Background: an optimization exercise with open tools, aiming at small area, a short achievable clock period and few clock cycles per item. Do not read the settings as production practice. The RTL was checked by simulation tests, not by an equivalence proof against the original design. Power figures rest on the tool's default switching activity, not on a simulated workload.

===== flow/flow/run.sh =====
#!/bin/bash
# Own layout flow: the standard flow (standard.sh), with two changes in how the layout
# is made:
#  - synthesis maps the logic with an area-oriented ABC script (flow/abc_area.script,
#    used through ABC_AREA=1 from a copy of ORFS's scripts folder); everything else in
#    the synthesis, and so every register and its name, is the standard synthesis's;
#  - the resizer's timing repair aims for extra setup slack (SETUP_SLACK_MARGIN), so it
#    speeds up the paths from the input ports and to the output ports.
# Each tool's output goes to a log file of its own in the work folder.
set -euo pipefail
W=$(pwd)
rm -rf "$W/scripts_local"
cp -r "$FLOW_HOME/scripts" "$W/scripts_local"
cp "$W/flow/abc_area.script" "$W/scripts_local/abc_area.script"

bash standard.sh SCRIPTS_DIR="$W/scripts_local" synth > "$W/synth.log" 2>&1
bash standard.sh SETUP_SLACK_MARGIN="${MARGIN:-37}" finish > "$W/layout.log" 2>&1
test -s "$W/out/final.def"

===== flow/flow/abc_area.script =====
strash
&get -n
&fraig -x
&put
scorr
dc2
strash
dch -f
amap

===== flow/standard.sh =====
#!/bin/bash
# synth_recipe.tcl (not shown) runs the flow's synth.tcl, then flattens the netlist and writes it again
# the make line also repeats each setting of config.mk as NAME=value (left out here)
make -C /OpenROAD-flow-scripts/flow DESIGN_CONFIG=/design/flow/config.mk WORK_HOME=/design/flow/orfs CLKGATE_MAP_FILE= SYNTH_SCRIPT=/design/flow/synth_recipe.tcl "${@:-finish}"

===== flow/config.mk =====
export PLATFORM = sky130hd
export DESIGN_NAME = ibc_pal_pack
export DESIGN_NICKNAME = ibc_pal_pack
export VERILOG_FILES = /design/flow/design.v
export SDC_FILE = /design/flow/constraint.sdc
export NUM_CORES = 4
export LEC_CHECK = 0
export ABC_AREA = 1
export CAP_MARGIN = 20
export CORE_MARGIN = 2
export CORE_UTILIZATION = 40
export PLACE_DENSITY = 0.6
export SLEW_MARGIN = 20

===== flow/constraint.sdc =====
create_clock -name core_clock -period 48.0 [get_ports {clk}]
set_input_delay 9.6000 -clock core_clock [delete_from_list [all_inputs] [get_ports {clk}]]
set_output_delay 9.6000 -clock core_clock [all_outputs]
set_load 0.01 [all_outputs]

===== flow/design.v =====
module ibc_rescale (
    input  wire [7:0]  c,         
    input  wire [7:0]  hi_mask,   
    input  wire [63:0] sel_b,     
    input  wire [63:0] sel_a,     
    input  wire [7:0]  nb_mask,   
    output wire [7:0]  q          
);
    wire over = |(c & hi_mask);
    wire [7:0] a, b;
    genvar j;
    generate
        for (j = 0; j < 8; j = j + 1) begin : g_win
            assign b[7 - j] = |(c & sel_b[8 * j +: 8]);
            assign a[7 - j] = |(c & sel_a[8 * j +: 8]);
        end
    endgenerate
    function ge7(input [6:0] x, input [6:0] y);
        integer k;
        begin
            ge7 = 1'b1;
            for (k = 0; k < 7; k = k + 1)
                ge7 = (x[k] & ~y[k]) | (~(x[k] ^ y[k]) & ge7);
        end
    endfunction
    wire ge = ge7(a[6:0], b[6:0]);
    wire up = a[7] & ~b[7] & ge;
    wire dn = ~a[7] & b[7] & ~ge;
    function [7:0] step(input [7:0] v, input [7:0] m, input u, input d);
        integer k;
        reg run;
        begin
            run = u | d;
            for (k = 0; k < 8; k = k + 1) begin
                step[k] = v[k] ^ run;
                run     = run & ((v[k] ^ d) | ~m[k]);
            end
        end
    endfunction
    assign q = step(b, nb_mask, up, dn) | {8{over}};
endmodule
module ibc_rescale_sel (
    input  wire [2:0]  ob_m1,
    input  wire [2:0]  nb_m1,
    output wire [7:0]  hi_mask,
    output wire [63:0] sel_b,
    output wire [63:0] sel_a,
    output wire [7:0]  nb_mask
);
    function [63:0] win(input [2:0] o_m1, input [2:0] n_m1, input shifted);
        integer o, m, j, k;
        begin
            win = 64'd0;
            for (o = 0; o < 8; o = o + 1)
                for (m = 0; m < 8; m = m + 1)
                    for (j = 0; j < 8; j = j + 1)
                        if (o_m1 == o && n_m1 == m) begin
                            k = shifted ? (m + 1 + j) : j;
                            win[8 * j + o - (k % (o + 1))] = 1'b1;
                        end
        end
    endfunction
    assign hi_mask = 8'hFE << ob_m1;
    assign nb_mask = ~(8'h7F >> nb_m1);
    assign sel_b   = win(ob_m1, 3'd0, 1'b0);
    assign sel_a   = win(ob_m1, nb_m1, 1'b1);
endmodule
module ibc_pal_pack (
    input  wire        clk,
    input  wire        rst,           
    input  wire        in_valid,
    output wire        in_ready,
    input  wire [7:0]  in_r,
    input  wire [7:0]  in_g,
    input  wire [7:0]  in_b,
    input  wire [7:0]  in_a,
    input  wire [2:0]  in_bpc_m1,     
    input  wire [2:0]  in_bits_m1,    
    input  wire        in_alpha,      
    output reg         out_valid,
    input  wire        out_ready,
    output reg  [31:0] out_value
);
    reg        e_valid;
    reg  [7:0] e_f0, e_f1, e_f2, e_f3;
    reg  [2:0] e_ob_m1, e_nb_m1;
    wire [7:0]  hi_mask, nb_mask;
    wire [63:0] sel_b, sel_a;
    ibc_rescale_sel u_sel (.ob_m1(e_ob_m1), .nb_m1(e_nb_m1), .hi_mask(hi_mask),
                           .sel_b(sel_b), .sel_a(sel_a), .nb_mask(nb_mask));
    wire [31:0] f;                   
    ibc_rescale u_f0 (.c(e_f0), .hi_mask(hi_mask), .sel_b(sel_b), .sel_a(sel_a), .nb_mask(nb_mask), .q(f[31:24]));
    ibc_rescale u_f1 (.c(e_f1), .hi_mask(hi_mask), .sel_b(sel_b), .sel_a(sel_a), .nb_mask(nb_mask), .q(f[23:16]));
    ibc_rescale u_f2 (.c(e_f2), .hi_mask(hi_mask), .sel_b(sel_b), .sel_a(sel_a), .nb_mask(nb_mask), .q(f[15:8]));
    ibc_rescale u_f3 (.c(e_f3), .hi_mask(hi_mask), .sel_b(sel_b), .sel_a(sel_a), .nb_mask(nb_mask), .q(f[7:0]));
    wire [31:0] pk [1:8];
    genvar gn, gi;
    generate
        for (gn = 1; gn <= 8; gn = gn + 1) begin : g_nb
            for (gi = 0; gi < 32; gi = gi + 1) begin : g_bit
                if (gi < 4 * gn)
                    assign pk[gn][gi] = f[8 * (gi / gn) + 8 - gn + (gi % gn)];
                else
                    assign pk[gn][gi] = 1'b0;
            end
        end
    endgenerate
    wire [31:0] pack_v =
        {32{e_nb_m1 == 3'd0}} & pk[1] |
        {32{e_nb_m1 == 3'd1}} & pk[2] |
        {32{e_nb_m1 == 3'd2}} & pk[3] |
        {32{e_nb_m1 == 3'd3}} & pk[4] |
        {32{e_nb_m1 == 3'd4}} & pk[5] |
        {32{e_nb_m1 == 3'd5}} & pk[6] |
        {32{e_nb_m1 == 3'd6}} & pk[7] |
        {32{e_nb_m1 == 3'd7}} & pk[8];
    reg         skid_valid;
    reg  [31:0] skid_value;
    reg  ready;
    assign in_ready = ready;
    wire out_free = !out_valid || out_ready;
    always @(posedge clk) begin
        if (rst) begin
            ready      <= 1'b1;
            e_valid    <= 1'b0;
            out_valid  <= 1'b0;
            skid_valid <= 1'b0;
        end else begin
            if (in_ready)
                ready <= !(in_valid && !out_free && (skid_valid || e_valid));
            else
                ready <= out_free;
            if (in_ready)
                e_valid <= in_valid;
            else if (out_free)
                e_valid <= 1'b0;     
            if (out_free) begin
                out_valid  <= skid_valid || e_valid;
                skid_valid <= skid_valid && e_valid;
            end else begin
                skid_valid <= skid_valid || e_valid;
            end
        end
        if (in_ready) begin
            e_f0    <= in_alpha ? in_r : 8'd0;
            e_f1    <= in_alpha ? in_g : in_r;
            e_f2    <= in_alpha ? in_b : in_g;
            e_f3    <= in_alpha ? in_a : in_b;
            e_ob_m1 <= in_bpc_m1;
            e_nb_m1 <= in_bits_m1;
        end
        if (out_free)
            out_value <= skid_valid ? skid_value : pack_v;
        if (!skid_valid || out_free)
            skid_value <= pack_v;
    end
endmodule

==> results of run 1 <==
## logic make-up (layout without fill, tap and decap cells)
family                   after synthesis  count (layout)  share of synthesized area
flip-flops                           106             106                      0.362
buffers and inverters                143             270                     0.0619
AND/OR/NAND/NOR                      337             337                      0.161
AO/OA/AOI/OAI                        469             469                      0.381
adder cells (fa/ha/maj)               24              24                     0.0346
## worst paths after layout
check / end / slack [ps] / depth (start not counted)
max: out_valid / 37110 / 1
max reg2reg: out_value[2] / 37370 / 38
min: out_valid / 500 / 2
min reg2reg: out_valid / 500 / 2
## flip-flops by register name (all words and copies together) (netlist names)
signal      cells
ready           1
e_f3            8
out_value      32
skid_value     32
skid_valid      1
e_valid         1
e_f2            8
e_ob_m1         3
e_nb_m1         3
e_f1            8
e_f0            8
out_valid       1
## layout by cell type, fill, tap and decap left out, types with 3 or more instances in the layout
cell type,n
ha_1,24
clkinv_1,142
a221oi_1,19
clkbuf_16,9
nor2_1,212
o221ai_1,69
or2_0,6
buf_4,32
nand2_1,56
o22a_1,10
o22ai_1,95
a22oi_1,18
edfxtp_1,102
o21ai_0,79
a22o_1,28
a2111oi_1,6
a211oi_1,23
a222oi_1,15
a2111oi_0,12
o31ai_1,4
nor2b_1,10
a21oi_1,44
nor4_1,10
clkdlybuf4s50_1,75
o211ai_1,6
a31oi_1,15
dfxtp_1,3
nor3_1,33
a21o_1,13
nand3_1,4
## metrics by stage
| step | power [W] | hold slack (ps) |
|---|---|---|
| floorplan | 0.000189 | 459 |
| global placement | 0.000239 | 485 |
| detailed placement | 0.000239 | 493 |
| CTS | 0.000311 | 505 |
| global route | 0.000330 | 526 |
| finish | 0.000316 | 502 |
## area by class of cell
type / instances / area, µm²
fill: 2098 / 10800
multi-input combinational: 830 / 5030
sequential: 106 / 3150
timing repair buffer: 110 / 1030
inverter: 143 / 543
tap: 275 / 344
clock buffer: 9 / 225
clock inverter: 7 / 60.1
timing repair inverter: 1 / 5.00
## where the power goes
group	internal, W	switching (W)	total, W
registers	0.000113	0.00000879	0.000122
clock network	0.0000362	0.0000367	0.0000730
logic	0.0000433	0.0000779	0.000121
total	0.000193	0.000123	0.000316
## layer usage
layer / GRT usage / wire length (µm) / vias to the layer above
li1: - / - / 4535
met1: 0.503 / 16800 / 4921
met2: 0.545 / 17600 / 917
met3: 0.124 / 5870 / 199
met4: 0.200 / 2880 / 0
met5: 0 / 0 / -
## repair_timing
| action | CTS | global route |
|---|---|---|
| hold buffers | 0 | 0 |
| endpoints found under the hold margin | 0 | 0 |
| buffers inserted | 3 | 0 |
| pin swaps | 0 | 0 |
| resized for setup | 7 | 3 |
| gates cloned | 1 | 0 |
| setup endpoints to repair | 27 | 6 |
==> results by group, run 1 <==
Timing
  – Time the worst path needs with I/O delays and setup: 10890 ps
  – # setup viols final: 0
  – Post-route setup TNS: 0 ps
  – Fmax: 91.8 MHz
  – Worst-Margin Slew: 1220 ps
  – Period utilisation layout: 0.227
  – Max_slew headroom: 0.181
  – Slew Viols, Final: 0
  – RSZ-0062 raised after global routing: false
  – Final Hold Vio Count: 0
  – Final WS setup: 37110 ps
  – Max Clock Skew: 9.37 ps

Synth
  – Number of synthesized flops with an enable pin: 102
  – Cell taking the most area after synthesis: edfxtp_1
  – Ys Warns: 3
  – Count leader, synth: nor2_1
  – Largest cells by area after synthesis: edfxtp_1 (35%), nor2_1 (9.2%), o221ai_1 (7.0%)
  – Cells after Synth: 1079
  – Syn_nets: 1146
  – Main synth FF type: edfxtp_1
  – Netlist cell types: 37
  – Post-Syn Area: 8680 µm²
  – Top cell type's share of synthesized area: 0.353
  – Ys async rst share: 0
  – Post-Syn Area per Cell: 8.04 µm²
  – Flops & latches, synth: 106
  – Post-synth top cells: nor2_1 (213), clkinv_1 (143), edfxtp_1 (102), o22ai_1 (95), o21ai_0 (79)
  – Register area share after synthesis: 0.362

Clock network
  – Worst-path clk slew: 80 ps
  – Clock Path Buffers: 2
  – Clock sinks: 106
  – TritonCTS clock tree: built
  – CTS Buf Count: 9
  – Clk latency of the worst-skew pair: 370 ps
  – H-tree levels: 3
  – Root buffer cell: clkbuf_16

Worst hold path
  – Hold WC Path Type: flop to flop
  – Hold path start: e_valid

Critical path
  – Critical path arrival: 1290 ps
  – Critical Path Start: out_valid
  – Worst r2r src: e_nb_m1[1]
  – Slowest-stage cell, CP: clkdlybuf4s50_1
  – Largest delay share family, worst path: buffers and inverters
  – Crit path largest cell delay: 570 ps
  – CP Buf/Inv Count: 1
  – Crit Path Category: flop to output pin
  – Crit end category: output pin
  – Crit-path cells: clkdlybuf4s50_1
  – Worst Path Required: 38400 ps
  – Startpoint Class: flop
  – Worst Path Max Fanout: 2

Run status
  – Outcome: timing/DRC/antenna clean

Cells and area
  – Layout cells sized above 1: 0.0489
  – # diodes: 0
  – Finished Cell Area: 10400 µm²
  – Final Core Density: 0.491
  – Final nets: 1268
  – Finished Layout Cells: 1481
  – Area growth syn-to-layout: 19.7%

Floorplanning
  – Core area: 21200 µm²
  – Chip width: 151 µm
  – Starting Density: 0.410
  – Die Y: 151 µm
  – Ports: 77
  – FP Rows: 53
  – DIE AREA: 22900 µm²

Power
  – Peak VDD IR: 0.0185 mV
  – PD cells: 30.5 nW/µm²
  – Pleak: 3.61 nW

Drt
  – DR vias/cell: 7.14
  – Avg WL per Cell: 29.2 µm
  – Drt drc: 0
  – DR vias: 10572
  – Antenna-violating nets left: 0
  – Routed WL: 43200 µm
  – Initial drt markers: 2142
  – DR pass1 iterations: 7

Placement
  – Dpl hpwl: 31800 µm
  – GP Congestion: 1.09
  – Placed insts: 1461
  – Cell area after placement: 10000 µm²
  – Place WS: 35820 ps
  – I/O Buffers: 76

Global routing
  – Largest net degree at the start of global routing: 39
  – Vias in the first global route: 9534
  – Initial antenna violation count: 0
  – First-pass GRT wire length: 62800 µm
  – Grt total ovfl: 0
  – Total Routing Usage GR: 0.379

Run
  – Max-Cap Viols: 0
Testbench counts, summed over its fixed seeds: cycles 16,016, items 16,000.
==> inputs of run 2 (changes only) <==
--- a/flow/design.v
+++ b/flow/design.v
@@ -118,6 +118,7 @@
     reg  [31:0] skid_value;
     reg  ready;
     assign in_ready = ready;
+    wire take = !(e_valid && skid_valid);
     wire out_free = !out_valid || out_ready;
     always @(posedge clk) begin
         if (rst) begin
@@ -126,11 +127,11 @@
             out_valid  <= 1'b0;
             skid_valid <= 1'b0;
         end else begin
-            if (in_ready)
+            if (take)
                 ready <= !(in_valid && !out_free && (skid_valid || e_valid));
             else
                 ready <= out_free;
-            if (in_ready)
+            if (take)
                 e_valid <= in_valid;
             else if (out_free)
                 e_valid <= 1'b0;     
@@ -141,7 +142,7 @@
                 skid_valid <= skid_valid || e_valid;
             end
         end
-        if (in_ready) begin
+        if (take) begin
             e_f0    <= in_alpha ? in_r : 8'd0;
             e_f1    <= in_alpha ? in_g : in_r;
             e_f2    <= in_alpha ? in_b : in_g;
--- a/flow/flow/run.sh
+++ b/flow/flow/run.sh
@@ -14,5 +14,5 @@
 cp "$W/flow/abc_area.script" "$W/scripts_local/abc_area.script"
 
 bash standard.sh SCRIPTS_DIR="$W/scripts_local" synth > "$W/synth.log" 2>&1
-bash standard.sh SETUP_SLACK_MARGIN="${MARGIN:-37}" finish > "$W/layout.log" 2>&1
+bash standard.sh SETUP_SLACK_MARGIN="${MARGIN:-38}" finish > "$W/layout.log" 2>&1
 test -s "$W/out/final.def"
==> results by group, run 2 <==
Drt
  – DR vias: 10517 (was 10572)
  – DR vias/cell: 6.97 (was 7.14)
  – Antenna-violating nets left: 0 (unchanged)
  – Avg WL per Cell: 28.2 µm (was 29.2 µm)
  – Routed WL: 42500 µm (was 43200 µm)
  – Initial drt markers: 1495 (was 2142)
  – Drt drc: 0 (unchanged)
  – DR pass1 iterations: 17 (was 7)

Cells and area
  – Finished Layout Cells: 1508 (was 1481)
  – Final nets: 1295 (was 1268)
  – Layout cells sized above 1: 0.142 (was 0.0489)
  – Top flop regs: out_value x32, skid_value x32 (unchanged)
  – Fill count: 1998 (was 2098)
  – # diodes: 0 (unchanged)
  – Most frequent cells in the layout: nor2_1 (182), clkinv_1 (115), edfxtp_1 (102) (was nor2_1 (212), clkinv_1 (142), edfxtp_1 (102))
  – Area growth syn-to-layout: 24.3% (was 19.7%)
  – Most common cell after layout, fill and taps aside: nor2_1 (unchanged)

Floorplanning
  – Starting Density: 0.410 (about the same)
  – Die Y: 151 µm (about the same)
  – Chip width: 151 µm (about the same)
  – Core area: 21200 µm² (unchanged)
  – FP Rows: 53 (unchanged)
  – DIE AREA: 22900 µm² (about the same)
  – Ports: 77 (unchanged)

Critical path
  – Worst r2r src: e_ob_m1[2] (was e_nb_m1[1])
  – Critical Path Start: out_value[1] (was out_valid)
  – Worst Path Required: 38400 ps (about the same)
  – Startpoint Class: flop (unchanged)
  – Terminus of the critical flop-to-flop path: out_value[7] (was out_value[2])
  – Crit Path Category: flop to output pin (unchanged)
  – Crit path depth: 1 (unchanged)
  – CP Buf/Inv Count: 1 (unchanged)
  – CP endpoint: out_value[1] (was out_valid)
  – Crit end category: output pin (unchanged)
  – Crit path largest cell delay: 400 ps (was 570 ps)
  – Worst Path Max Fanout: 1 (was 2)
  – Largest delay share family, worst path: flip-flops (was buffers and inverters)
  – Slowest-stage cell, CP: edfxtp_1 (was clkdlybuf4s50_1)
  – Critical path arrival: 930 ps (was 1290 ps)
  – Reg2reg path depth: 39 (was 38)
  – Crit-path cells: buf_2 (was clkdlybuf4s50_1)
  – Flop2flop setup slack: 38390 ps (was 37370 ps)

Placement
  – Placed insts: 1472 (was 1461)
  – Place WS: 37090 ps (was 35820 ps)
  – Dpl hpwl: 30600 µm (was 31800 µm)
  – I/O Buffers: 76 (unchanged)
  – GP Congestion: 1.05 (was 1.09)

Timing
  – Time the worst path needs with I/O delays and setup: 10530 ps (was 10890 ps)
  – Period utilisation layout: 0.219 (was 0.227)
  – Worst-Margin Slew: 1320 ps (was 1220 ps)
  – # setup viols final: 0 (unchanged)
  – Final WS setup: 37470 ps (was 37110 ps)
  – Post-route setup TNS: 0 ps (unchanged)
  – RSZ-0062 raised after global routing: true (was false)
  – Fmax: 95.0 MHz (was 91.8 MHz)
  – Slew Viols, Final: 0 (unchanged)
  – Max Clock Skew: 15.5 ps (was 9.37 ps)
  – Final Hold Vio Count: 0 (unchanged)
  – Max_slew headroom: 0.117 (was 0.181)

Run status
  – Outcome: timing/DRC/antenna clean (unchanged)

Global routing
  – Vias in the first global route: 9627 (was 9534)
  – Initial antenna violation count: 0 (unchanged)
  – Grt total ovfl: 0 (unchanged)
  – First-pass GRT wire length: 61800 µm (was 62800 µm)
  – Largest net degree at the start of global routing: 44 (was 39)
  – Total Routing Usage GR: 0.369 (was 0.379)

Synth
  – Netlist cell types: 33 (was 37)
  – Post-Syn Area: 8680 µm² (about the same)
  – Number of synthesized flops with an enable pin: 102 (unchanged)
  – Top cell type's share of synthesized area: 0.353 (about the same)
  – Main synth FF type: edfxtp_1 (unchanged)
  – Post-synth top cells: nor2_1 (195), clkinv_1 (143), edfxtp_1 (102), o22ai_1 (88), o21ai_0 (82) (was nor2_1 (213), clkinv_1 (143), edfxtp_1 (102), o22ai_1 (95), o21ai_0 (79))
  – Syn_nets: 1150 (was 1146)
  – Post-Syn Area per Cell: 8.01 µm² (was 8.04 µm²)
  – Cell taking the most area after synthesis: edfxtp_1 (unchanged)
  – Ys async rst share: 0 (unchanged)
  – Count leader, synth: nor2_1 (unchanged)
  – Flops & latches, synth: 106 (unchanged)
  – Cells after Synth: 1083 (was 1079)
  – Ys Warns: 3 (unchanged)
  – Register area share after synthesis: 0.362 (about the same)
  – Largest cells by area after synthesis: edfxtp_1 (35%), nor2_1 (8.4%), o221ai_1 (7.4%) (was edfxtp_1 (35%), nor2_1 (9.2%), o221ai_1 (7.0%))

Clock network
  – CTS Buf Count: 9 (unchanged)
  – TritonCTS clock tree: built (unchanged)
  – H-tree levels: 3 (unchanged)
  – CTS Hold Buffers Added: 0 (unchanged)
  – Clk latency of the worst-skew pair: 370 ps (about the same)
  – Clock sinks: 106 (unchanged)
  – Worst-path clk slew: 80 ps (about the same)
  – Root buffer cell: clkbuf_16 (unchanged)
  – Clock Path Buffers: 2 (unchanged)

Power
  – Internal power: 0.000191 W (was 0.000193 W)
  – Sw Ratio: 0.394 (was 0.390)
  – Net Switching: 0.000125 W (was 0.000123 W)
  – PD cells: 29.3 nW/µm² (was 30.5 nW/µm²)
  – Logic pwr share: 0.378 (was 0.383)
  – Pleak: 3.92 nW (was 3.61 nW)
  – Clock share of power: 0.236 (was 0.231)
  – Peak VDD IR: 0.0151 mV (was 0.0185 mV)
  – Sequential share of power: 0.386 (about the same)

Run
  – Max-Cap Viols: 0 (unchanged)

Worst hold path
  – Hold WC Path Type: flop to flop (unchanged)
[run 2: worst min path at each step]
stage | from | to | cells after the start
after floorplan | e_valid | out_valid | 2
after global placement | e_valid | out_valid | 2
after detailed placement | e_valid | out_valid | 2
after CTS | e_valid | out_valid | 2
after global routing | skid_value[16] | out_value[16] | 1
final | e_valid | out_valid | 2
[run 2: layer usage]
metal	vias to the layer above	wire, µm	track usage
met2	806	18600	0.593
met5	-	0	0
met1	4866	15800	0.446
met3	256	4220	0.0877
met4	0	3770	0.226
li1	4589	-	-
[run 2: cell type report]
| cell class | instances | area (µm²) | area share |
|---|---|---|---|
| Tap cell | 275 | 344 | 0.0319 |
| Sequential cell | 106 | 3140 | 0.291 |
| Timing Repair Buffer | 124 | 1020 | 0.0942 |
| Clock inverter | 6 | 51.3 | 0.00476 |
| Clock buffer | 10 | 229 | 0.0212 |
| Multi-Input combinational cell | 837 | 5290 | 0.490 |
| Inverter | 143 | 617 | 0.0572 |
| Timing Repair inverter | 7 | 100 | 0.00928 |
[run 2: through the flow]
stage / total power [W] / instance area (µm²) / hold WS (ps) / utilization
2_1_floorplan: 0.000191 / 8710 / 435 / -
3_3_place_gp: 0.000237 / 10100 / 451 / 0.478
3_5_place_dp: 0.000238 / 10100 / 460 / 0.477
4_1_cts: 0.000309 / 10600 / 492 / 0.499
5_1_grt: 0.000330 / 10800 / 560 / 0.510
6_report: 0.000316 / 10800 / 525 / 0.510
[run 2: repair_timing]
action / in CTS / in global routing
gates resized for setup: 227 / 43
endpoints found under the setup margin: 155 / 180
pin swaps: 6 / 1
gates cloned: 7 / 3
buffers inserted: 5 / 4
[run 2: power groups by stage]
stage / clock network, W / logic [W] / registers [W]
after floorplan: 0 / 0.0000682 / 0.000123
after global placement: 0 / 0.000113 / 0.000123
after detailed placement: 0 / 0.000114 / 0.000124
after CTS: 0.0000748 / 0.000113 / 0.000121
after global routing: 0.0000786 / 0.000129 / 0.000123
final: 0.0000747 / 0.000119 / 0.000122
[run 2: kinds of logic after synthesis]
kind of cell	after synthesis	share of synthesized area
compound gates	478	0.383
simple gates	332	0.159
buf+inv	143	0.0619
flops	106	0.362
fa+ha+maj	24	0.0346
Testbench counts of run 2, summed over its fixed seeds: cycles 16,016, items 16,000.
==> inputs of run 3 (changes only) <==
--- a/flow/design.v
+++ b/flow/design.v
@@ -118,7 +118,6 @@
     reg  [31:0] skid_value;
     reg  ready;
     assign in_ready = ready;
-    wire take = !(e_valid && skid_valid);
     wire out_free = !out_valid || out_ready;
     always @(posedge clk) begin
         if (rst) begin
@@ -127,11 +126,11 @@
             out_valid  <= 1'b0;
             skid_valid <= 1'b0;
         end else begin
-            if (take)
+            if (in_ready)
                 ready <= !(in_valid && !out_free && (skid_valid || e_valid));
             else
                 ready <= out_free;
-            if (take)
+            if (in_ready)
                 e_valid <= in_valid;
             else if (out_free)
                 e_valid <= 1'b0;     
@@ -142,7 +141,7 @@
                 skid_valid <= skid_valid || e_valid;
             end
         end
-        if (take) begin
+        if (in_ready) begin
             e_f0    <= in_alpha ? in_r : 8'd0;
             e_f1    <= in_alpha ? in_g : in_r;
             e_f2    <= in_alpha ? in_b : in_g;
==> flow/run.sh (new file) <==
#!/bin/bash
# synth_recipe.tcl (not shown) runs the flow's synth.tcl, then flattens the netlist and writes it again
# the make line also repeats each setting of config.mk as NAME=value (left out here)
make -C /OpenROAD-flow-scripts/flow DESIGN_CONFIG=/design/flow/config.mk WORK_HOME=/design/flow/orfs CLKGATE_MAP_FILE= SYNTH_SCRIPT=/design/flow/synth_recipe.tcl finish
removed: flow/flow/run.sh
removed: flow/flow/abc_area.script
removed: flow/standard.sh
==> results by group, run 3 <==
Critical path
  – Terminus of the critical flop-to-flop path: out_value[12] (was out_value[7])
  – Crit Path Category: flop to output pin (unchanged)
  – Startpoint Class: flop (unchanged)
  – Worst r2r src: e_nb_m1[2] (was e_ob_m1[2])
  – Worst Path Required: 38400 ps (about the same)
  – Worst Path Max Fanout: 41 (was 1)
  – Crit end category: output pin (unchanged)
  – Critical path arrival: 1810 ps (was 930 ps)
  – Reg2reg path depth: 37 (was 39)
  – Flop2flop setup slack: 40620 ps (was 38390 ps)

Global routing
  – Grt total ovfl: 0 (unchanged)
  – First-pass GRT wire length: 71700 µm (was 61800 µm)
  – Largest net degree at the start of global routing: 49 (was 44)
  – Vias in the first global route: 11499 (was 9627)
  – Total Routing Usage GR: 0.345 (was 0.369)
  – Initial antenna violation count: 0 (unchanged)

Timing
  – RSZ-0062 raised after global routing: false (was true)
  – Period utilisation layout: 0.238 (was 0.219)
  – Fmax: 87.7 MHz (was 95.0 MHz)
  – Time the worst path needs with I/O delays and setup: 11410 ps (was 10530 ps)
  – Slew Viols, Final: 0 (unchanged)
  – Max Clock Skew: 13.4 ps (was 15.5 ps)
  – # setup viols final: 0 (unchanged)
  – Post-route setup TNS: 0 ps (unchanged)
  – Final Hold Vio Count: 0 (unchanged)
  – Max_slew headroom: 0.258 (was 0.117)
  – Worst-Margin Slew: 1100 ps (was 1320 ps)

Floorplanning
  – DIE AREA: 27600 µm² (was 22900 µm²)
  – Core area: 26000 µm² (was 21200 µm²)
  – FP Rows: 59 (was 53)
  – Die Y: 166 µm (was 151 µm)
  – Chip width: 166 µm (was 151 µm)
  – Ports: 77 (unchanged)
  – Starting Density: 0.405 (was 0.410)

Drt
  – Drt drc: 0 (unchanged)
  – Initial drt markers: 1320 (was 1495)
  – Avg WL per Cell: 24.1 µm (was 28.2 µm)
  – DR vias/cell: 5.98 (was 6.97)
  – DR pass1 iterations: 6 (was 17)
  – Antenna-violating nets left: 0 (unchanged)
  – Routed WL: 47900 µm (was 42500 µm)
  – DR vias: 11861 (was 10517)

Synth
  – Number of synthesized flops with an enable pin: 102 (unchanged)
  – Post-synth top cells: nand2_1 (537), inv_1 (195), nor2_1 (142), nand3_1 (107), edfxtp_1 (102) (was nor2_1 (195), clkinv_1 (143), edfxtp_1 (102), o22ai_1 (88), o21ai_0 (82))
  – Mux cell area share after synthesis: 0.00856 (was 0)
  – Netlist cell types: 54 (was 33)
  – Ys async rst share: 0 (unchanged)
  – Compound-Gate Fraction of Synth Area: 0.154 (was 0.383)
  – Synth Area in Simple Gates: 0.410 (was 0.159)
  – Largest family of logic cells by synthesized area: simple AND/OR/NAND/NOR gates (was compound AO/OA/AOI/OAI gates)
  – Top cell type's share of synthesized area: 0.291 (was 0.353)
  – Synth Area in XOR/XNOR: 0 (unchanged)
  – Post-Syn Area per Cell: 6.61 µm² (was 8.01 µm²)
  – Main synth FF type: edfxtp_1 (unchanged)
  – Syn_nets: 1659 (was 1150)
  – Cell taking the most area after synthesis: edfxtp_1 (unchanged)
  – Ys Warns: 3 (unchanged)
  – Register area share after synthesis: 0.298 (was 0.362)
  – Cells after Synth: 1592 (was 1083)
  – Largest cells by area after synthesis: edfxtp_1 (29%), nand2_1 (19%), inv_1 (7.0%) (was edfxtp_1 (35%), nor2_1 (8.4%), o221ai_1 (7.4%))
  – Post-synthesis adder-cell area fraction: 0.0285 (was 0.0346)
  – Count leader, synth: nand2_1 (was nor2_1)
  – Post-Syn Area: 10500 µm² (was 8680 µm²)
  – Flops & latches, synth: 106 (unchanged)

Cells and area
  – Finished Cell Area: 11900 µm² (was 10800 µm²)
  – Fill count: 2701 (was 1998)
  – Final nets: 1710 (was 1295)
  – Area taken by multi-input logic gates: 6340 µm² (was 5290 µm²)
  – # diodes: 0 (unchanged)
  – Layout cells sized above 1: 0.0904 (was 0.142)
  – Most frequent cells in the layout: nand2_1 (537), inv_1 (195), nor2_1 (141) (was nor2_1 (182), clkinv_1 (115), edfxtp_1 (102))
  – Top flop regs: out_value x32, skid_value x32 (unchanged)
  – Most common cell after layout, fill and taps aside: nand2_1 (was nor2_1)
  – Register Area: 3140 µm² (unchanged)
  – Final Core Density: 0.458 (was 0.510)
  – Area growth syn-to-layout: 13.0% (was 24.3%)

Placement
  – GP Congestion: 1.13 (was 1.05)
  – I/O Buffers: 76 (unchanged)
  – Dpl hpwl: 37600 µm (was 30600 µm)
  – Cell area after placement: 11600 µm² (was 10100 µm²)

Power
  – Logic pwr share: 0.403 (was 0.378)
  – PD cells: 28.7 nW/µm² (was 29.3 nW/µm²)
  – Sw Ratio: 0.428 (was 0.394)
  – Sequential share of power: 0.364 (was 0.386)
  – Internal power: 0.000196 W (was 0.000191 W)
  – Pleak: 5.60 nW (was 3.92 nW)
  – Clock share of power: 0.232 (was 0.236)
  – Net Switching: 0.000146 W (was 0.000125 W)
  – Peak VDD IR: 0.0153 mV (was 0.0151 mV)

Worst hold path
  – Worst hold stages: 2 (unchanged)
  – Hold path start: e_valid (unchanged)
  – Worst Hold End: e_valid (was out_valid)
  – Hold WC Path Type: flop to flop (unchanged)

Clock network
  – Clock Path Buffers: 2 (unchanged)
  – Clk latency of the worst-skew pair: 380 ps (was 370 ps)
  – # Post-CTS Setup Buffers: 0 (was 5)
  – CTS Buf Count: 9 (unchanged)
  – Clock sinks: 106 (unchanged)
  – TritonCTS clock tree: built (unchanged)
  – H-tree levels: 3 (unchanged)
  – CTS resizes: 0 (was 227)
  – Worst-path clk slew: 90 ps (was 80 ps)
  – CTS Hold Buffers Added: 0 (unchanged)
  – Root buffer cell: clkbuf_16 (unchanged)

Run status
  – Outcome: timing/DRC/antenna clean (unchanged)

Run
  – Max-Cap Viols: 0 (unchanged)
## run 3: cell type report
cell class,count,area share
multi-input cells,1220,0.533
flip-flops and latches,106,0.264
repair buffers,95,0.0759
inverters,211,0.0670
well taps,335,0.0352
clock buffers,9,0.0189
clock inverters,7,0.00610
## run 3: how the worst max path moves through the flow
stage               from        to  slack [ps]  cells past startpoint
2_1_floorplan  out_ready     ready       37170                      5
3_3_place_gp    in_alpha   e_f1[4]       36930                      3
3_5_place_dp    in_alpha   e_f1[6]       36910                      3
4_1_cts            ready  in_ready       36580                      2
5_1_grt            ready  in_ready       36540                      2
6_report           ready  in_ready       36590                      2
## run 3: cells by family after synthesis
group,Yosys count
AND/OR/NAND/NOR,943
flip-flops,106
multiplexers,8
buffers and inverters,266
adder cells (fa/ha/maj),24
AO/OA/AOI/OAI,245
## run 3: metal layers
metal	track usage	vias to the layer above	routed length, µm
met3	0.0439	181	3560
li1	-	5464	-
met5	0	-	0
met4	0.225	0	3530
met2	0.578	651	22400
met1	0.419	5565	18300
## run 3: per-stage QoR
step	worst slack, ps	hold WS (ps)	instances	power, W
final	36590	484	1983	0.000342
after CTS	36580	487	1983	0.000339
after global placement	36930	467	1967	0.000259
after detailed placement	36910	474	1967	0.000260
after floorplan	37170	448	1592	0.000210
after global routing	36540	528	1983	0.000359
## run 3: worst max-delay path, stage by stage (launching register included)
cell	delay, ps
dfxtp_2	330
buf_4	430
clkdlybuf4s50_1	650
## run 3: power by group through the flow
stage          Sequential, W  Clock [W]  Combinational, W
2_1_floorplan       0.000121          0         0.0000888
4_1_cts             0.000124  0.0000798          0.000135
3_3_place_gp        0.000126          0          0.000133
6_report            0.000124  0.0000795          0.000138
5_1_grt             0.000125  0.0000827          0.000152
3_5_place_dp        0.000126          0          0.000134
Testbench counts of run 3, summed over its fixed seeds: cycles 16,016, items 16,000.
==> inputs of run 4 (changes only) <==
--- a/flow/design.v
+++ b/flow/design.v
@@ -118,6 +118,7 @@
     reg  [31:0] skid_value;
     reg  ready;
     assign in_ready = ready;
+    wire take = !(e_valid && skid_valid);
     wire out_free = !out_valid || out_ready;
     always @(posedge clk) begin
         if (rst) begin
@@ -126,11 +127,11 @@
             out_valid  <= 1'b0;
             skid_valid <= 1'b0;
         end else begin
-            if (in_ready)
+            if (take)
                 ready <= !(in_valid && !out_free && (skid_valid || e_valid));
             else
                 ready <= out_free;
-            if (in_ready)
+            if (take)
                 e_valid <= in_valid;
             else if (out_free)
                 e_valid <= 1'b0;     
@@ -141,7 +142,7 @@
                 skid_valid <= skid_valid || e_valid;
             end
         end
-        if (in_ready) begin
+        if (take) begin
             e_f0    <= in_alpha ? in_r : 8'd0;
             e_f1    <= in_alpha ? in_g : in_r;
             e_f2    <= in_alpha ? in_b : in_g;
==> flow/flow/run.sh (new file) <==
#!/bin/bash
# Own layout flow: the standard flow (standard.sh), with these changes in how the
# layout is made:
#  - synthesis maps the logic with an area-oriented ABC script (flow/abc_area.script,
#    used through ABC_AREA=1 from a copy of ORFS's scripts folder) and leaves adders to
#    ABC (no ADDER_MAP_FILE); everything else in the synthesis, and so every register
#    and its name and cell type, is the standard synthesis's;
#  - the resizer's timing repair aims for extra setup slack (SETUP_SLACK_MARGIN), so it
#    speeds up the paths from the input ports and to the output ports;
#  - every input and output port still gets a buffer, but a plain buf_1 in place of the
#    delay cell buffer_ports picks by default; the resizer sizes it up where timing needs.
# Each tool's output goes to a log file of its own in the work folder.
set -euo pipefail
W=$(pwd)
rm -rf "$W/scripts_local"
cp -r "$FLOW_HOME/scripts" "$W/scripts_local"
cp "$W/flow/abc_area.script" "$W/scripts_local/abc_area.script"

bash standard.sh SCRIPTS_DIR="$W/scripts_local" ADDER_MAP_FILE= synth > "$W/synth.log" 2>&1
bash standard.sh SETUP_SLACK_MARGIN="${MARGIN:-37.5}" \
    BUFFER_PORTS_ARGS="-buffer_cell sky130_fd_sc_hd__buf_1" finish > "$W/layout.log" 2>&1
test -s "$W/out/final.def"
==> flow/flow/abc_area.script (new file) <==
strash
&get -n
&fraig -x
&put
scorr
dc2
strash
&get -n
&deepsyn -T 120
&put
dch -f
amap
==> flow/standard.sh (new file) <==
#!/bin/bash
# synth_recipe.tcl (not shown) runs the flow's synth.tcl, then flattens the netlist and writes it again
# the make line also repeats each setting of config.mk as NAME=value (left out here)
make -C /OpenROAD-flow-scripts/flow DESIGN_CONFIG=/design/flow/config.mk WORK_HOME=/design/flow/orfs CLKGATE_MAP_FILE= SYNTH_SCRIPT=/design/flow/synth_recipe.tcl "${@:-finish}"
removed: flow/run.sh
==> results by group, run 4 <==
Critical path
  – Reg2reg path depth: 31 (was 37)
  – Terminus of the critical flop-to-flop path: out_value[6] (was out_value[12])
  – Crit end category: output pin (unchanged)
  – CP Buf/Inv Count: 1 (was 2)
  – Crit Path Category: flop to output pin (unchanged)
  – Worst r2r src: e_nb_m1[2] (unchanged)
  – Worst Path Required: 38400 ps (about the same)
  – Critical Path Start: out_value[20] (was ready)
  – Crit-path cells: clkbuf_2 (was buf_4 -> clkdlybuf4s50_1)
  – Critical path arrival: 890 ps (was 1810 ps)
  – Startpoint Class: flop (unchanged)
  – Largest delay share family, worst path: flip-flops (was buffers and inverters)
  – CP endpoint: out_value[20] (was in_ready)
  – Slowest-stage cell, CP: edfxtp_1 (was clkdlybuf4s50_1)
  – Flop2flop setup slack: 39660 ps (was 40620 ps)
  – Worst Path Max Fanout: 1 (was 41)
  – Crit path depth: 1 (was 2)
  – Crit path largest cell delay: 380 ps (was 650 ps)

Clock network
  – Worst-path clk slew: 80 ps (was 90 ps)
  – Clock Path Buffers: 2 (unchanged)
  – Root buffer cell: clkbuf_16 (unchanged)
  – # Post-CTS Setup Buffers: 0 (unchanged)
  – CTS Hold Buffers Added: 0 (unchanged)
  – Clock sinks: 106 (unchanged)
  – TritonCTS clock tree: built (unchanged)
  – Clk latency of the worst-skew pair: 380 ps (about the same)
  – CTS Buf Count: 9 (unchanged)
  – H-tree levels: 3 (unchanged)

Cells and area
  – Top flop regs: out_value x32, skid_value x32 (unchanged)
  – Area growth syn-to-layout: 14.5% (was 13.0%)
  – Finished Layout Cells: 1254 (was 1983)
  – Final nets: 1063 (was 1710)
  – # diodes: 0 (unchanged)
  – Finished Cell Area: 8450 µm² (was 11900 µm²)
  – Most frequent cells in the layout: nor2_1 (186), clkinv_1 (127), edfxtp_1 (102) (was nand2_1 (537), inv_1 (195), nor2_1 (141))
  – Most common cell after layout, fill and taps aside: nor2_1 (was nand2_1)
  – Layout cells sized above 1: 0.0478 (was 0.0904)

Timing
  – Max_slew headroom: 0.173 (was 0.258)
  – Period utilisation layout: 0.218 (was 0.238)
  – Time the worst path needs with I/O delays and setup: 10490 ps (was 11410 ps)
  – Worst-Margin Slew: 1210 ps (was 1100 ps)
  – Post-route setup TNS: 0 ps (unchanged)
  – # setup viols final: 0 (unchanged)
  – Fmax: 95.4 MHz (was 87.7 MHz)
  – Max Clock Skew: 19.2 ps (was 13.4 ps)
  – Slew Viols, Final: 0 (unchanged)
  – Final Hold Vio Count: 0 (unchanged)
  – RSZ-0062 raised after global routing: true (was false)

Power
  – PD cells: 33.6 nW/µm² (was 28.7 nW/µm²)
  – Pleak: 2.86 nW (was 5.60 nW)
  – Peak VDD IR: 0.0206 mV (was 0.0153 mV)
  – Final Total Pwr: 0.000284 W (was 0.000342 W)

Worst hold path
  – Worst hold stages: 1 (was 2)
  – Hold path start: skid_value[12] (was e_valid)
  – Hold WC Path Type: flop to flop (unchanged)

Synth
  – Netlist cell types: 41 (was 54)
  – Post-Syn Area per Cell: 8.10 µm² (was 6.61 µm²)
  – Largest cells by area after synthesis: edfxtp_1 (42%), nor2_1 (9.5%), o21ai_0 (6.5%) (was edfxtp_1 (29%), nand2_1 (19%), inv_1 (7.0%))
  – Flops & latches, synth: 106 (unchanged)
  – Register area share after synthesis: 0.426 (was 0.298)
  – Ys async rst share: 0 (unchanged)
  – Number of synthesized flops with an enable pin: 102 (unchanged)
  – Cell taking the most area after synthesis: edfxtp_1 (unchanged)
  – Ys Warns: 3 (unchanged)
  – Main synth FF type: edfxtp_1 (unchanged)
  – Post-synth top cells: nor2_1 (186), clkinv_1 (128), edfxtp_1 (102), o21ai_0 (96), nand2_1 (61) (was nand2_1 (537), inv_1 (195), nor2_1 (142), nand3_1 (107), edfxtp_1 (102))
  – Count leader, synth: nor2_1 (was nand2_1)
  – Cells after Synth: 911 (was 1592)
  – Post-Syn Area: 7380 µm² (was 10500 µm²)
  – Top cell type's share of synthesized area: 0.415 (was 0.291)
  – Syn_nets: 954 (was 1659)

Global routing
  – Vias in the first global route: 7509 (was 11499)
  – Initial antenna violation count: 0 (unchanged)
  – Grt total ovfl: 0 (unchanged)
  – First-pass GRT wire length: 44300 µm (was 71700 µm)
  – Largest net degree at the start of global routing: 40 (was 49)
  – Total Routing Usage GR: 0.293 (was 0.345)

Drt
  – Metal3 WL: 2650 µm (was 3560 µm)
  – Met2 wire length: 12700 µm (was 22400 µm)
  – DR vias/cell: 6.45 (was 5.98)
  – Met1 WL: 11800 µm (was 18300 µm)
  – Drt drc: 0 (unchanged)
  – Avg WL per Cell: 23.1 µm (was 24.1 µm)
  – Initial drt markers: 1152 (was 1320)
  – DR vias: 8087 (was 11861)
  – DR pass1 iterations: 7 (was 6)
  – Antenna-violating nets left: 0 (unchanged)
  – Top Metal Used: met4 (unchanged)
  – Routed WL: 29000 µm (was 47900 µm)

Floorplanning
  – Starting Density: 0.409 (was 0.405)
  – Core area: 18000 µm² (was 26000 µm²)
  – Ports: 77 (unchanged)
  – FP Rows: 49 (was 59)
  – Die Y: 140 µm (was 166 µm)
  – Chip width: 140 µm (was 166 µm)
  – DIE AREA: 19500 µm² (was 27600 µm²)

Placement
  – Dpl hpwl: 21600 µm (was 37600 µm)
  – I/O Buffers: 76 (unchanged)
  – Cell area after placement: 8140 µm² (was 11600 µm²)
  – Placed insts: 1238 (was 1967)
  – GP Congestion: 1.04 (was 1.13)

Run
  – Max-Cap Viols: 0 (unchanged)

Run status
  – Outcome: timing/DRC/antenna clean (unchanged)
[run 4: area by class of cell]
class / count / area [µm²]
Clock buffer: 9 / 225
Tap cell: 229 / 287
Sequential cell: 106 / 3140
Inverter: 128 / 488
Timing Repair Buffer: 98 / 459
Multi-Input combinational cell: 677 / 3770
Clock inverter: 7 / 68.8
Fill cell: 1905 / 9580
[run 4: what timing repair did]
action                     CTS  global route
pin swaps                    0             0
setup endpoints to repair   24            12
gates resized for setup      1             8
[run 4: worst min-delay path by stage]
| stage | end | slack (ps) |
|---|---|---|
| 6_report | out_value[12] | 530 |
| 5_1_grt | out_value[12] | 540 |
| 4_1_cts | out_value[12] | 530 |
| 3_5_place_dp | out_value[3] | 510 |
| 3_3_place_gp | out_value[6] | 510 |
| 2_1_floorplan | out_value[18] | 500 |
[run 4: routing by layer]
metal	global-route usage	vias to the layer above
met5	0	-
met4	0.178	0
met3	0.0478	140
met2	0.449	577
met1	0.388	3657
li1	-	3713
[run 4: power breakdown]
group / internal, W / switching [W]
Combinational: 0.0000287 / 0.0000604
Clock: 0.0000369 / 0.0000398
Sequential: 0.000113 / 0.00000529
[run 4: kinds of logic after synthesis]
kind of cell    after synthesis  share of synthesized area
buf+inv                     128                     0.0651
flops                       106                      0.426
simple gates                291                      0.159
compound gates              386                      0.350
[run 4: metrics by stage]
step           setup WS, ps   util  hold slack (ps)
2_1_floorplan         37580      -              500
3_5_place_dp          36890  0.452              514
4_1_cts               37500  0.468              534
6_report              37510  0.469              533
5_1_grt               37480  0.469              542
3_3_place_gp          36960  0.452              512
Testbench counts of run 4, summed over its fixed seeds: cycles 16,016, items 16,000.
==> inputs of run 5 (changes only) <==
--- a/flow/design.v
+++ b/flow/design.v
@@ -1,20 +1,28 @@
 module ibc_rescale (
-    input  wire [7:0]  c,         
-    input  wire [7:0]  hi_mask,   
-    input  wire [63:0] sel_b,     
-    input  wire [63:0] sel_a,     
-    input  wire [7:0]  nb_mask,   
-    output wire [7:0]  q          
+    input  wire [7:0] c,         
+    input  wire [2:0] ob_m1,     
+    input  wire [7:0] nb_mask,   
+    input  wire [2:0] r,         
+    output wire [7:0] q          
 );
-    wire over = |(c & hi_mask);
-    wire [7:0] a, b;
-    genvar j;
-    generate
-        for (j = 0; j < 8; j = j + 1) begin : g_win
-            assign b[7 - j] = |(c & sel_b[8 * j +: 8]);
-            assign a[7 - j] = |(c & sel_a[8 * j +: 8]);
-        end
-    endgenerate
+    wire [7:0] hi_mask = 8'hFE << ob_m1;
+    wire       over    = |(c & hi_mask);
+    function [14:0] stream(input [7:0] v, input [2:0] o);
+        case (o)
+            3'd0: stream = {15{v[0]}};
+            3'd1: stream = {{7{v[1:0]}}, v[1]};
+            3'd2: stream = {5{v[2:0]}};
+            3'd3: stream = {{3{v[3:0]}}, v[3:1]};
+            3'd4: stream = {{3{v[4:0]}}};
+            3'd5: stream = {{2{v[5:0]}}, v[5:3]};
+            3'd6: stream = {{2{v[6:0]}}, v[6]};
+            default: stream = {v[7:0], v[7:1]};
+        endcase
+    endfunction
+    wire [14:0] ws = stream(c, ob_m1);
+    wire [7:0] b = ws[14:7];                     
+    wire [14:0] sh = ws << r;
+    wire [7:0] a = sh[14:7];                     
     function ge7(input [6:0] x, input [6:0] y);
         integer k;
         begin
@@ -39,32 +47,6 @@
     endfunction
     assign q = step(b, nb_mask, up, dn) | {8{over}};
 endmodule
-module ibc_rescale_sel (
-    input  wire [2:0]  ob_m1,
-    input  wire [2:0]  nb_m1,
-    output wire [7:0]  hi_mask,
-    output wire [63:0] sel_b,
-    output wire [63:0] sel_a,
-    output wire [7:0]  nb_mask
-);
-    function [63:0] win(input [2:0] o_m1, input [2:0] n_m1, input shifted);
-        integer o, m, j, k;
-        begin
-            win = 64'd0;
-            for (o = 0; o < 8; o = o + 1)
-                for (m = 0; m < 8; m = m + 1)
-                    for (j = 0; j < 8; j = j + 1)
-                        if (o_m1 == o && n_m1 == m) begin
-                            k = shifted ? (m + 1 + j) : j;
-                            win[8 * j + o - (k % (o + 1))] = 1'b1;
-                        end
-        end
-    endfunction
-    assign hi_mask = 8'hFE << ob_m1;
-    assign nb_mask = ~(8'h7F >> nb_m1);
-    assign sel_b   = win(ob_m1, 3'd0, 1'b0);
-    assign sel_a   = win(ob_m1, nb_m1, 1'b1);
-endmodule
 module ibc_pal_pack (
     input  wire        clk,
     input  wire        rst,           
@@ -84,15 +66,23 @@
     reg        e_valid;
     reg  [7:0] e_f0, e_f1, e_f2, e_f3;
     reg  [2:0] e_ob_m1, e_nb_m1;
-    wire [7:0]  hi_mask, nb_mask;
-    wire [63:0] sel_b, sel_a;
-    ibc_rescale_sel u_sel (.ob_m1(e_ob_m1), .nb_m1(e_nb_m1), .hi_mask(hi_mask),
-                           .sel_b(sel_b), .sel_a(sel_a), .nb_mask(nb_mask));
+    wire [7:0] nb_mask = ~(8'h7F >> e_nb_m1);
+    function [2:0] nb_mod_ob(input [2:0] ob_m1, input [2:0] nb_m1);
+        integer o, m;
+        begin
+            nb_mod_ob = 3'd0;
+            for (o = 0; o < 8; o = o + 1)
+                for (m = 0; m < 8; m = m + 1)
+                    if (ob_m1 == o && nb_m1 == m)
+                        nb_mod_ob = (m + 1) % (o + 1);
+        end
+    endfunction
+    wire [2:0] r = nb_mod_ob(e_ob_m1, e_nb_m1);
     wire [31:0] f;                   
-    ibc_rescale u_f0 (.c(e_f0), .hi_mask(hi_mask), .sel_b(sel_b), .sel_a(sel_a), .nb_mask(nb_mask), .q(f[31:24]));
-    ibc_rescale u_f1 (.c(e_f1), .hi_mask(hi_mask), .sel_b(sel_b), .sel_a(sel_a), .nb_mask(nb_mask), .q(f[23:16]));
-    ibc_rescale u_f2 (.c(e_f2), .hi_mask(hi_mask), .sel_b(sel_b), .sel_a(sel_a), .nb_mask(nb_mask), .q(f[15:8]));
-    ibc_rescale u_f3 (.c(e_f3), .hi_mask(hi_mask), .sel_b(sel_b), .sel_a(sel_a), .nb_mask(nb_mask), .q(f[7:0]));
+    ibc_rescale u_f0 (.c(e_f0), .ob_m1(e_ob_m1), .nb_mask(nb_mask), .r(r), .q(f[31:24]));
+    ibc_rescale u_f1 (.c(e_f1), .ob_m1(e_ob_m1), .nb_mask(nb_mask), .r(r), .q(f[23:16]));
+    ibc_rescale u_f2 (.c(e_f2), .ob_m1(e_ob_m1), .nb_mask(nb_mask), .r(r), .q(f[15:8]));
+    ibc_rescale u_f3 (.c(e_f3), .ob_m1(e_ob_m1), .nb_mask(nb_mask), .r(r), .q(f[7:0]));
     wire [31:0] pk [1:8];
     genvar gn, gi;
     generate
--- a/flow/config.mk
+++ b/flow/config.mk
@@ -8,6 +8,7 @@
 export ABC_AREA = 1
 export CAP_MARGIN = 20
 export CORE_MARGIN = 2
-export CORE_UTILIZATION = 40
-export PLACE_DENSITY = 0.6
+export CORE_UTILIZATION = 50
+export CTS_BUF_LIST = sky130_fd_sc_hd__clkbuf_8
+export PLACE_DENSITY = 0.65
 export SLEW_MARGIN = 20
==> results by group, run 5 <==
Cells and area
  – Most frequent cells in the layout: nor2_1 (192), clkinv_1 (128), edfxtp_1 (102) (was nor2_1 (186), clkinv_1 (127), edfxtp_1 (102))
  – Area growth syn-to-layout: 12.6% (was 14.5%)
  – Top flop regs: out_value x32, skid_value x32 (unchanged)
  – Final Core Density: 0.579 (was 0.469)
  – Finished Cell Area: 8110 µm² (was 8450 µm²)
  – # diodes: 0 (unchanged)
  – Final nets: 1030 (was 1063)
  – Layout cells sized above 1: 0.0696 (was 0.0478)
  – Most common cell after layout, fill and taps aside: nor2_1 (unchanged)

Critical path
  – Slowest-stage cell, CP: edfxtp_1 (unchanged)
  – Startpoint Class: flop (unchanged)
  – Crit end category: output pin (unchanged)
  – Worst Path Required: 38400 ps (about the same)
  – CP Buf/Inv Count: 1 (unchanged)
  – Worst Path Max Fanout: 1 (unchanged)
  – Crit path largest cell delay: 410 ps (was 380 ps)
  – Crit-path cells: clkbuf_2 (unchanged)
  – Largest delay share family, worst path: flip-flops (unchanged)
  – Critical path arrival: 950 ps (was 890 ps)
  – Worst r2r src: e_ob_m1[0] (was e_nb_m1[2])
  – Crit Path Category: flop to output pin (unchanged)
  – Critical Path Start: out_value[2] (was out_value[20])

Clock network
  – Clock sinks: 106 (unchanged)
  – Clk latency of the worst-skew pair: 400 ps (was 380 ps)
  – H-tree levels: 3 (unchanged)
  – # Post-CTS Setup Buffers: 0 (unchanged)
  – Worst-path clk slew: 110 ps (was 80 ps)
  – Clock Path Buffers: 2 (unchanged)
  – TritonCTS clock tree: built (unchanged)
  – CTS Buf Count: 9 (unchanged)
  – Root buffer cell: clkbuf_8 (was clkbuf_16)

Synth
  – Ys async rst share: 0 (unchanged)
  – Post-Syn Area: 7200 µm² (was 7380 µm²)
  – Top cell type's share of synthesized area: 0.425 (was 0.415)
  – Ys Warns: 2 (was 3)
  – Netlist cell types: 38 (was 41)
  – Post-Syn Area per Cell: 8.15 µm² (was 8.10 µm²)
  – Flops & latches, synth: 106 (unchanged)
  – Compound-Gate Fraction of Synth Area: 0.330 (was 0.350)
  – Largest family of logic cells by synthesized area: compound AO/OA/AOI/OAI gates (unchanged)
  – Number of synthesized flops with an enable pin: 102 (unchanged)
  – Post-synth top cells: nor2_1 (192), clkinv_1 (130), edfxtp_1 (102), o22ai_1 (76), o21ai_0 (73) (was nor2_1 (186), clkinv_1 (128), edfxtp_1 (102), o21ai_0 (96), nand2_1 (61))
  – Synth Area in Simple Gates: 0.165 (was 0.159)
  – Register area share after synthesis: 0.437 (was 0.426)
  – Mux cell area share after synthesis: 0 (unchanged)
  – Syn_nets: 926 (was 954)
  – Cell taking the most area after synthesis: edfxtp_1 (unchanged)
  – Count leader, synth: nor2_1 (unchanged)
  – Cells after Synth: 883 (was 911)
  – Largest cells by area after synthesis: edfxtp_1 (43%), nor2_1 (10%), clkinv_1 (6.8%) (was edfxtp_1 (42%), nor2_1 (9.5%), o21ai_0 (6.5%))
  – Main synth FF type: edfxtp_1 (unchanged)
  – Synth Area in XOR/XNOR: 0 (unchanged)
  – Post-synthesis adder-cell area fraction: 0 (unchanged)

Floorplanning
  – DIE AREA: 15400 µm² (was 19500 µm²)
  – Starting Density: 0.515 (was 0.409)
  – Ports: 77 (unchanged)
  – Die Y: 124 µm (was 140 µm)
  – FP Rows: 43 (was 49)
  – Core area: 14000 µm² (was 18000 µm²)
  – Chip width: 124 µm (was 140 µm)

Timing
  – Final WS setup: 37450 ps (was 37510 ps)
  – Time the worst path needs with I/O delays and setup: 10550 ps (was 10490 ps)
  – Worst-Margin Slew: 1030 ps (was 1210 ps)
  – Max_slew headroom: 0.307 (was 0.173)
  – Final Hold Vio Count: 0 (unchanged)
  – Slew Viols, Final: 0 (unchanged)
  – Fmax: 94.8 MHz (was 95.4 MHz)
  – Max Clock Skew: 18.0 ps (was 19.2 ps)
  – RSZ-0062 raised after global routing: true (unchanged)
  – Period utilisation layout: 0.220 (was 0.218)
  – Post-route setup TNS: 0 ps (unchanged)
  – # setup viols final: 0 (unchanged)

Power
  – Peak VDD IR: 0.0209 mV (was 0.0206 mV)
  – PD cells: 32.5 nW/µm² (was 33.6 nW/µm²)
  – Pleak: 2.85 nW (was 2.86 nW)

Global routing
  – Vias in the first global route: 7137 (was 7509)
  – Total Routing Usage GR: 0.318 (was 0.293)
  – Initial antenna violation count: 0 (unchanged)
  – First-pass GRT wire length: 37500 µm (was 44300 µm)
  – Largest net degree at the start of global routing: 40 (unchanged)
  – Grt total ovfl: 0 (unchanged)

Drt
  – Initial drt markers: 945 (was 1152)
  – Antenna-violating nets left: 0 (unchanged)
  – DR vias/cell: 6.63 (was 6.45)
  – DR pass1 iterations: 6 (was 7)
  – Routed WL: 24200 µm (was 29000 µm)
  – Drt drc: 0 (unchanged)
  – Avg WL per Cell: 20.7 µm (was 23.1 µm)
  – DR vias: 7774 (was 8087)

Placement
  – Cell area after placement: 7860 µm² (was 8140 µm²)
  – Dpl hpwl: 18300 µm (was 21600 µm)
  – I/O Buffers: 76 (unchanged)
  – GP Congestion: 1.05 (was 1.04)
  – Place WS: 36980 ps (was 36890 ps)

Worst hold path
  – Hold path start: skid_value[17] (was skid_value[12])
  – Hold WC Path Type: flop to flop (unchanged)

Run
  – Max-Cap Viols: 0 (unchanged)

Run status
  – Outcome: timing/DRC/antenna clean (unchanged)
run 5: kinds of logic (layout without fill, tap and decap cells):
group / Yosys count / count (layout)
compound gates: 352 / 352
buf+inv: 130 / 239
flops: 106 / 106
simple gates: 295 / 295
run 5: repair_timing:
action,in CTS,in global routing
setup endpoints to repair,43,33
gates resized for setup,2,31
hold buffers,0,0
run 5: final timing paths:
check	end	slack (ps)	cells after the start
setup / recovery	out_value[2]	37450	1
hold / removal	out_value[17]	540	1
setup reg to reg	out_value[4]	38840	27
hold reg to reg	out_value[17]	540	1
run 5: layer usage:
metal,up-vias,track usage,part of all wire
met4,0,0.162,0.042
li1,3590,-,-
met3,88,0.0435,0.074
met2,501,0.533,0.48
met5,-,0,0
met1,3595,0.404,0.41
run 5: layout make-up:
type	count	area, µm²
clock inverters	7	77.6
well taps	180	225
multi-input cells	647	3590
clock buffers	9	124
repair buffers	93	452
fillers	1277	5880
inverters	130	494
flip-flops and latches	106	3140
run 5: where the power goes:
group	internal (W)	switching (W)	leakage, nW
Clock	0.0000246	0.0000337	0.0992
Combinational	0.0000293	0.0000572	1.60
Sequential	0.000113	0.00000524	1.15
run 5: metrics by stage:
step	instances	power, W	hold WS [ps]
2_1_floorplan	883	0.000176	500
3_3_place_gp	1156	0.000200	512
3_5_place_dp	1156	0.000203	516
4_1_cts	1172	0.000259	543
5_1_grt	1172	0.000276	557
6_report	1172	0.000263	542
Testbench counts of run 5, summed over its fixed seeds: cycles 16,016, items 16,000.
==> inputs of run 6 (changes only) <==
==> flow/flow/abc_area.script (replaced) <==
strash
&get -n
&fraig -x
&put
scorr
dc2
strash
&get -n
&deepsyn -T 300
&put
dch -f
amap
==> results by group, run 6 <==
Run status
  – Outcome: timing/DRC/antenna clean (unchanged)

Synth
  – Register area share after synthesis: 0.440 (was 0.437)
  – Main synth FF type: edfxtp_1 (unchanged)
  – Flops & latches, synth: 106 (unchanged)
  – Syn_nets: 913 (was 926)
  – Ys async rst share: 0 (unchanged)
  – Post-synth top cells: nor2_1 (176), clkinv_1 (127), edfxtp_1 (102), o21ai_0 (68), o22ai_1 (67) (was nor2_1 (192), clkinv_1 (130), edfxtp_1 (102), o22ai_1 (76), o21ai_0 (73))
  – Number of synthesized flops with an enable pin: 102 (unchanged)
  – Top cell type's share of synthesized area: 0.428 (was 0.425)
  – Count leader, synth: nor2_1 (unchanged)
  – Netlist cell types: 34 (was 38)
  – Cells after Synth: 870 (was 883)
  – Post-Syn Area per Cell: 8.22 µm² (was 8.15 µm²)
  – Post-Syn Area: 7150 µm² (was 7200 µm²)
  – Largest cells by area after synthesis: edfxtp_1 (43%), nor2_1 (9.2%), clkinv_1 (6.7%) (was edfxtp_1 (43%), nor2_1 (10%), clkinv_1 (6.8%))
  – Cell taking the most area after synthesis: edfxtp_1 (unchanged)
  – Ys Warns: 2 (unchanged)

Critical path
  – Worst Path Required: 38400 ps (about the same)
  – Terminus of the critical flop-to-flop path: out_value[10] (was out_value[4])
  – Crit end category: output pin (unchanged)
  – Crit Path Category: flop to output pin (unchanged)
  – CP Buf/Inv Count: 1 (unchanged)
  – Reg2reg path depth: 26 (was 27)
  – Slowest-stage cell, CP: edfxtp_1 (unchanged)
  – Crit path largest cell delay: 390 ps (was 410 ps)
  – Flop2flop setup slack: 39100 ps (was 38840 ps)
  – Largest delay share family, worst path: flip-flops (unchanged)
  – Worst Path Max Fanout: 1 (unchanged)
  – Startpoint Class: flop (unchanged)
  – Crit path depth: 1 (unchanged)
  – Critical path arrival: 930 ps (was 950 ps)
  – Crit-path cells: clkbuf_2 (unchanged)
  – Worst r2r src: e_ob_m1[1] (was e_ob_m1[0])

Cells and area
  – Layout cells sized above 1: 0.0746 (was 0.0696)
  – Top flop regs: out_value x32, skid_value x32 (unchanged)
  – Most frequent cells in the layout: nor2_1 (176), clkinv_1 (125), edfxtp_1 (102) (was nor2_1 (192), clkinv_1 (128), edfxtp_1 (102))
  – Most common cell after layout, fill and taps aside: nor2_1 (unchanged)
  – Area growth syn-to-layout: 12.8% (was 12.6%)
  – Final nets: 1017 (was 1030)
  – # diodes: 0 (unchanged)
  – Final Core Density: 0.579 (about the same)

Placement
  – Dpl hpwl: 17200 µm (was 18300 µm)
  – GP Congestion: 1.15 (was 1.05)
  – I/O Buffers: 76 (unchanged)

Drt
  – Antenna-violating nets left: 0 (unchanged)
  – Drt drc: 0 (unchanged)
  – DR vias: 7667 (was 7774)
  – Avg WL per Cell: 20.0 µm (was 20.7 µm)
  – Initial drt markers: 934 (was 945)
  – DR pass1 iterations: 6 (unchanged)
  – Routed WL: 23200 µm (was 24200 µm)
  – DR vias/cell: 6.62 (was 6.63)

Timing
  – Time the worst path needs with I/O delays and setup: 10530 ps (was 10550 ps)
  – Post-route setup TNS: 0 ps (unchanged)
  – Max_slew headroom: 0.215 (was 0.307)
  – # setup viols final: 0 (unchanged)
  – Final Hold Vio Count: 0 (unchanged)
  – Period utilisation layout: 0.219 (was 0.220)
  – Worst-Margin Slew: 1180 ps (was 1030 ps)
  – Slew Viols, Final: 0 (unchanged)
  – Fmax: 94.9 MHz (was 94.8 MHz)
  – RSZ-0062 raised after global routing: true (unchanged)
  – Max Clock Skew: 22.3 ps (was 18.0 ps)

Global routing
  – Largest net degree at the start of global routing: 41 (was 40)
  – First-pass GRT wire length: 36100 µm (was 37500 µm)
  – Vias in the first global route: 6885 (was 7137)
  – Initial antenna violation count: 0 (unchanged)
  – Grt total ovfl: 0 (unchanged)
  – Total Routing Usage GR: 0.306 (was 0.318)

Clock network
  – Worst-path clk slew: 120 ps (was 110 ps)
  – H-tree levels: 3 (unchanged)
  – CTS Buf Count: 9 (unchanged)
  – Clock sinks: 106 (unchanged)
  – Clk latency of the worst-skew pair: 400 ps (about the same)
  – # Post-CTS Setup Buffers: 0 (unchanged)
  – TritonCTS clock tree: built (unchanged)
  – CTS Hold Buffers Added: 0 (unchanged)
  – Root buffer cell: clkbuf_8 (unchanged)
  – Clock Path Buffers: 2 (unchanged)

Worst hold path
  – Hold WC Path Type: flop to flop (unchanged)
  – Hold path start: skid_value[5] (was skid_value[17])
  – Worst Hold End: out_value[5] (was out_value[17])
  – Worst hold stages: 1 (unchanged)

Power
  – Sequential share of power: 0.452 (was 0.449)
  – Logic pwr share: 0.321 (was 0.329)
  – Sw Ratio: 0.362 (was 0.366)
  – Net Switching: 0.0000937 W (was 0.0000961 W)
  – Clock share of power: 0.228 (was 0.221)
  – Peak VDD IR: 0.0167 mV (was 0.0209 mV)
  – Internal power: 0.000165 W (was 0.000167 W)
  – PD cells: 32.1 nW/µm² (was 32.5 nW/µm²)
  – Pleak: 2.80 nW (was 2.85 nW)

Floorplanning
  – Core area: 13900 µm² (was 14000 µm²)
  – FP Rows: 43 (unchanged)
  – Die Y: 124 µm (about the same)
  – Chip width: 124 µm (about the same)
  – DIE AREA: 15300 µm² (was 15400 µm²)
  – Starting Density: 0.513 (was 0.515)
  – Ports: 77 (unchanged)

Run
  – Max-Cap Viols: 0 (unchanged)
[run 6: cell count changes after synthesis, moves of 6 or more]
cell,change
nand3_1,+6
nor2_1,-16
a21oi_1,+12
or3_1,-6
a211oi_1,-6
o22ai_1,-9
[run 6: through the flow]
step	instance area, µm²	setup slack (ps)	instances	hold WS (ps)	total power (W)
finish	8070	37470	1159	527	0.000259
global route	8070	37420	1159	529	0.000272
CTS	8030	37450	1159	530	0.000256
detailed placement	7820	37000	1143	516	0.000198
global placement	7820	37050	1143	511	0.000196
floorplan	7180	37500	870	500	0.000174
[run 6: worst max-delay path by stage]
stage             startpoint       endpoint  slack (ps)
3_3_place_gp        in_alpha        e_f2[6]       37050
5_1_grt         out_value[3]   out_value[3]       37420
3_5_place_dp        in_alpha        e_f1[7]       37000
2_1_floorplan      out_ready          ready       37500
6_report       out_value[13]  out_value[13]       37470
4_1_cts        out_value[28]  out_value[28]       37450
[run 6: what timing repair did]
action	CTS	global route
setup endpoints to repair	49	34
gates resized for setup	2	33
hold endpoints to repair	0	0
[run 6: layout make-up]
cell class	count	area, µm²
Fill cell	1288	5870
Multi-Input combinational cell	637	3560
Sequential cell	106	3140
Inverter	127	483
Timing Repair Buffer	93	454
Tap cell	180	225
Clock buffer	9	124
Clock inverter	7	78.8
[run 6: power by group through the flow]
stage | combinational [W] | sequential, W | clock, W
final | 0.0000830 | 0.000117 | 0.0000589
after global routing | 0.0000904 | 0.000118 | 0.0000633
after CTS | 0.0000793 | 0.000117 | 0.0000600
after detailed placement | 0.0000789 | 0.000119 | 0
after global placement | 0.0000773 | 0.000119 | 0
after floorplan | 0.0000531 | 0.000121 | 0
[run 6: layer usage]
metal,global-route usage,up-vias,part of all wire
met5,0,-,0
met4,0.124,0,0.035
met3,0.0504,93,0.083
met2,0.512,520,0.48
met1,0.396,3512,0.40
li1,-,3542,-
[run 6: cells by family (layout without fill, tap and decap cells)]
family / Yosys count / after routing / share of synthesized area
buffers and inverters: 127 / 236 / 0.0667
DFF: 106 / 106 / 0.440
AOI/OAI and AO/OA: 353 / 353 / 0.332
and+or+nand+nor: 284 / 284 / 0.162

what the ideal ports hide:
The results above use ideal ports. As a check the final layouts listed here were re-extracted and re-timed, cells and wires unchanged.
Step 1 sets driving cells, clkbuf_16 on the clock port and buf_2 on the other inputs (assumed; they add their load-dependent delay and slew).
Step 2 moves the port delays by t, midway between the first and last clock arrival at a register: inputs arrive t later, outputs are due t later. That takes back most of the time a late clock gives input paths.
a / b / c = ideal ports / drivers / drivers and shift; a / b = the first two.
run | t (ns) | setup slack, ns | latest minus earliest clock arrival (ns)
run 1 | 0.415 | 37.109 / 37.058 / 36.802 | 0.011 / 0.012
run 2 | 0.413 | 37.472 / 37.424 / 37.454 | 0.016 / 0.015
run 3 | 0.428 | 36.592 / 36.540 / 36.919 | 0.013 / 0.013
run 4 | 0.418 | 37.514 / 37.466 / 37.332 | 0.019 / 0.019
run 5 | 0.429 | 37.451 / 37.413 / 37.275 | 0.019 / 0.020
run 6 | 0.433 | 37.468 / 37.424 / 37.274 | 0.022 / 0.022
After both steps every run listed still meets setup and hold. The setup slack of run 1, which loses most, moves by -0.051 ns with the drivers and by -0.307 ns with both steps.
